Context: an optimization exercise on an open-source flow, tuned for small area, a short achievable clock period and few clock cycles per item. The choices shown serve that exercise and are no tape-out recipe.
The RTL was checked by simulation tests, not by an equivalence proof against the original design.
No activity file was given, so power comes from the tool's default toggle rates.

run 1:
// blackhole_core
module blackhole_core (
    input  wire        clk,
    input  wire        rst,
    input  wire        cmd_valid,
    input  wire [31:0] cmd_word,
    output wire        cmd_ready,
    output wire        busy,
    input  wire [2:0]  sr_sel,
    output reg  [31:0] sr_data,
    output wire        map_req,
    output wire [1:0]  map_space,
    output wire [31:0] map_size,
    input  wire        map_ok,
    input  wire        map_fail,
    output wire        rd_req,
    output wire [1:0]  rd_space,
    output wire [31:0] rd_addr,
    input  wire        rd_ack,
    input  wire [7:0]  rd_data,
    output wire        wr_req,
    output wire [1:0]  wr_sink,
    output wire [3:0]  wr_len,
    output wire [63:0] wr_data,
    input  wire        wr_ack,
    input  wire [3:0]  wr_accepted,
    input  wire        wr_fail
);
    localparam [2:0] PH_START = 3'd0, PH_DONE = 3'd4, PH_FAILED = 3'd5;
    localparam [2:0] E_IO = 3'd1, E_SIZE = 3'd2, E_LEN = 3'd3, E_CRC = 3'd4,
                     E_INDEX = 3'd5;
  ...
clock: 8.0 ns
lec_check: 0
cap_margin: 20
core_margin: 2
core_utilization: 40
cts_buf_list: sky130_fd_sc_hd__clkbuf_16
cts_cluster_diameter: 60
cts_cluster_size: 25
place_density: 0.6
setup_slack_margin: 3.25
slew_margin: 20
synth_hierarchical: 1
standard.sh (not shown) runs the stock make flow with config.mk's settings and CLKGATE_MAP_FILE= SYNTH_SCRIPT=/design/flow/synth_recipe.tcl, a recipe that flattens the netlist after the stock synthesis.
==> flow/flow/run.sh <==
#!/bin/bash
# The standard layout, with the port buffers made of buf_1 cells (the
# standard flow's buffer_ports picks clkdlybuf4s50_1, which is larger and
# slower); repair may still resize them.
set -euo pipefail
export BUFFER_PORTS_ARGS="-buffer_cell sky130_fd_sc_hd__buf_1"
bash standard.sh > standard.log 2>&1
Testbench counts of run 1, summed over its fixed seeds: cycles 20,438, bytes 5,372.
diff inputs: run 1 => run 2
Settings: CTS_CLUSTER_DIAMETER now 50, was 60; SETUP_SLACK_MARGIN now 3.5, was 3.25; CTS_CLUSTER_SIZE now 20, was 25; CTS_BUF_LIST now sky130_fd_sc_hd__clkbuf_8, was sky130_fd_sc_hd__clkbuf_16.
==> flow/flow/run.sh <==
#!/bin/bash
# The standard layout, with the port buffers made of buf_2 cells (the
# standard flow's buffer_ports picks clkdlybuf4s50_1, which is larger and
# slower); repair may still resize them.
set -euo pipefail
export BUFFER_PORTS_ARGS="-buffer_cell sky130_fd_sc_hd__buf_2"
bash standard.sh > standard.log 2>&1
[summary]
Run 2 reached the end of the flow, and the finished layout is clean on the timing, DRC and antenna checks.
Number of clock-tree buffers in the layout: run 2 > run 1
Looking at cell area across both flows, run 2 is the weaker of the two, with run 1 ahead.
Run 2 vs run 1 — combinational power rose about 2%.
In run 2, setup slack is higher than in run 1.
As of run 2, final estimated routing congestion in global placement had fallen slightly compared to run 1.
Max combinational fraction of design power across run 1 and run 2: run 2
Compared with run 1, vias after detailed routing in run 2 increased slightly.
Against run 1 as the reference, run 2 delivers a lower fraction of power consumed by the clock network.
From run 2 to run 1, fraction of the mapped netlist area in compound gates did not move at all.
Minimum period implied by the final worst setup slack: run 2 < run 1
The inputs of run 3 differ from those of run 2 as listed below.
Settings: CTS_BUF_LIST changed from sky130_fd_sc_hd__clkbuf_8 to sky130_fd_sc_hd__clkbuf_16; CTS_CLUSTER_DIAMETER changed from 50 to 60; CTS_CLUSTER_SIZE changed from 20 to 25.
## What came out
- Summary of the comparison: combinational fraction of design power is lower in run 3, relative to run 2.
- Net switching share of the total power, run 2 and run 3: smaller value in run 3
- When run 3 is measured against run 2, its final standard cell utilization of the core turns out 0.23 points higher.
- Run 2 -> run 3: first-pass GRT wire length decreased slightly
- | met3 wirelength from detailed routing | higher: run 3 |
- Run 3 vs run 2 — total clock buffers created by CTS dropped by more than a quarter
- Compare run 2 and run 3 | peak fanout along the critical path higher: run 2
- | final worst setup slack | run 3 vs run 2 | better |
- Diff run 2 -> run 3 | cell internal power dissipation | increase of 4.7%
- Of run 2 and run 3, the higher worst slack on hold paths belongs to run 2.
- Count of clock-buffer cells in the layout: run 2 and run 3 compared, lower one is run 3
Here is what was changed in the inputs of run 4 compared with run 3.
Settings: clearing CTS_CLUSTER_SIZE, which used to be 25; swapping sky130_fd_sc_hd__clkbuf_16 for sky130_fd_sc_hd__clkbuf_4 sky130_fd_sc_hd__clkbuf_8 in CTS_BUF_LIST; clearing CTS_CLUSTER_DIAMETER, which used to be 60.
==> flow/run.sh (new file) <==
#!/bin/bash
# synth_recipe.tcl (not shown) runs the flow's synth.tcl, then flattens the netlist and writes it again
# the make line also repeats each setting of config.mk as NAME=value (left out here)
make -C /OpenROAD-flow-scripts/flow DESIGN_CONFIG=/design/flow/config.mk WORK_HOME=/design/flow/orfs CLKGATE_MAP_FILE= SYNTH_SCRIPT=/design/flow/synth_recipe.tcl finish
removed: flow/flow/run.sh
removed: flow/standard.sh
The worst setup path startpoint comes out cmd_word[19] in one run and cmd_word[12] in the other, namely in run 3 and run 4 respectively. Compared with run 3, run 4 shows global-route usage higher by 2.9 points. Summary of the comparison: proportion of cell area occupied by registers is lower in run 4, relative to run 3. Comparing run 3 against run 4, there is no change at all in synthesized cell count. Run 4 reports a higher met2 demand-to-capacity share in global routing than run 3 does. [run 4] measured slew at the worst slew-check pin fell 0.031 ns relative to run 3. Looking at routed wire length across run 4 and run 3, the one that comes out higher is run 4. [compare] base=run 3 new=run 4: logic depth of the worst path, buffers included moved down, relative contribution of the clock network to total power moved up.


blackhole_core again, from the RTL that the note above started with.
Design blackhole_core, start of the top module:
module blackhole_core (
    input  wire        clk,
    input  wire        rst,
    input  wire        cmd_valid,
    input  wire [31:0] cmd_word,
    output wire        cmd_ready,
    output wire        busy,
    input  wire [2:0]  sr_sel,
    output reg  [31:0] sr_data,
    output wire        map_req,
    output wire [1:0]  map_space,
    output wire [31:0] map_size,
    input  wire        map_ok,
    input  wire        map_fail,
    output wire        rd_req,
    output wire [1:0]  rd_space,
    output wire [31:0] rd_addr,
    input  wire        rd_ack,
    input  wire [7:0]  rd_data,
    output wire        wr_req,
    output wire [1:0]  wr_sink,
    output wire [3:0]  wr_len,
    output wire [63:0] wr_data,
    input  wire        wr_ack,
    input  wire [3:0]  wr_accepted,
    input  wire        wr_fail
);
Settings: LEC_CHECK=0, CAP_MARGIN=20, CORE_MARGIN=2, CORE_UTILIZATION=55, CTS_BUF_LIST=sky130_fd_sc_hd__clkbuf_16, CTS_CLUSTER_DIAMETER=60, CTS_CLUSTER_SIZE=25, PLACE_DENSITY=0.75, SETUP_SLACK_MARGIN=3.5, SLEW_MARGIN=20, SYNTH_HIERARCHICAL=1; clock period 8.0 ns.
==> flow/flow/run.sh <==
#!/bin/bash
# The standard layout, with the port buffers made of buf_2 cells (the
# standard flow's buffer_ports picks clkdlybuf4s50_1, which is larger and
# slower); repair may still resize them.
set -euo pipefail
export BUFFER_PORTS_ARGS="-buffer_cell sky130_fd_sc_hd__buf_2"
bash standard.sh > standard.log 2>&1
Testbench counts at the start, summed over its fixed seeds: cycles 20,438, bytes 5,372.
Next try:
==> flow/flow/run.sh (replaced) <==
#!/bin/bash
# The standard layout, with the port buffers made of buf_1 cells (the
# standard flow's buffer_ports picks clkdlybuf4s50_1, which is larger and
# slower); repair may still resize them.
set -euo pipefail
export BUFFER_PORTS_ARGS="-buffer_cell sky130_fd_sc_hd__buf_1"
bash standard.sh > standard.log 2>&1
CORE_UTILIZATION = 40   (was 55)
PLACE_DENSITY = 0.6   (was 0.75)
Clock power fell by about 4%.
Final area is about the same.
Total power shrinks by 2.0%.
Final cell count rose by 7.4%.

[port drivers added, routing unchanged]
How much do the figures lean on ideal ports? The routed layouts below were timed once more, with nothing changed but the port constraints. Step 1 assumes that a clkbuf_16 drives the clock port and a buf_2 every other input. Step 2 adds t to the input delays and takes it off the output delays; t is the mean of the earliest and latest rising clock arrival at the registers after step 1. Input paths then give back, and output paths get back, about the clock's delay inside the block. Slacks: no drivers / after step 1 / after step 2; pairs: no drivers / after step 1.
run	t, ns	setup WS [ns]	latest minus earliest clock arrival (ns)	cell pins on the clock port's net
run 1	0.657	3.154 / 3.125 / 2.718	0.039 / 0.039	1
run 2	0.770	3.315 / 3.272 / 2.860	0.065 / 0.066	1
run 3	0.655	3.334 / 3.287 / 2.985	0.031 / 0.031	1
run 4	0.762	3.291 / 3.258 / 2.852	0.047 / 0.047	1
the first run of note 2	0.652	3.277 / 3.212 / 2.830	0.050 / 0.050	1
the second run of note 2	0.653	3.234 / 3.174 / 2.959	0.050 / 0.050	1
After both steps setup and hold are still met in every run listed. The setup slack of run 2, which loses most, moves by -0.043 ns with the drivers and by -0.455 ns with both steps.
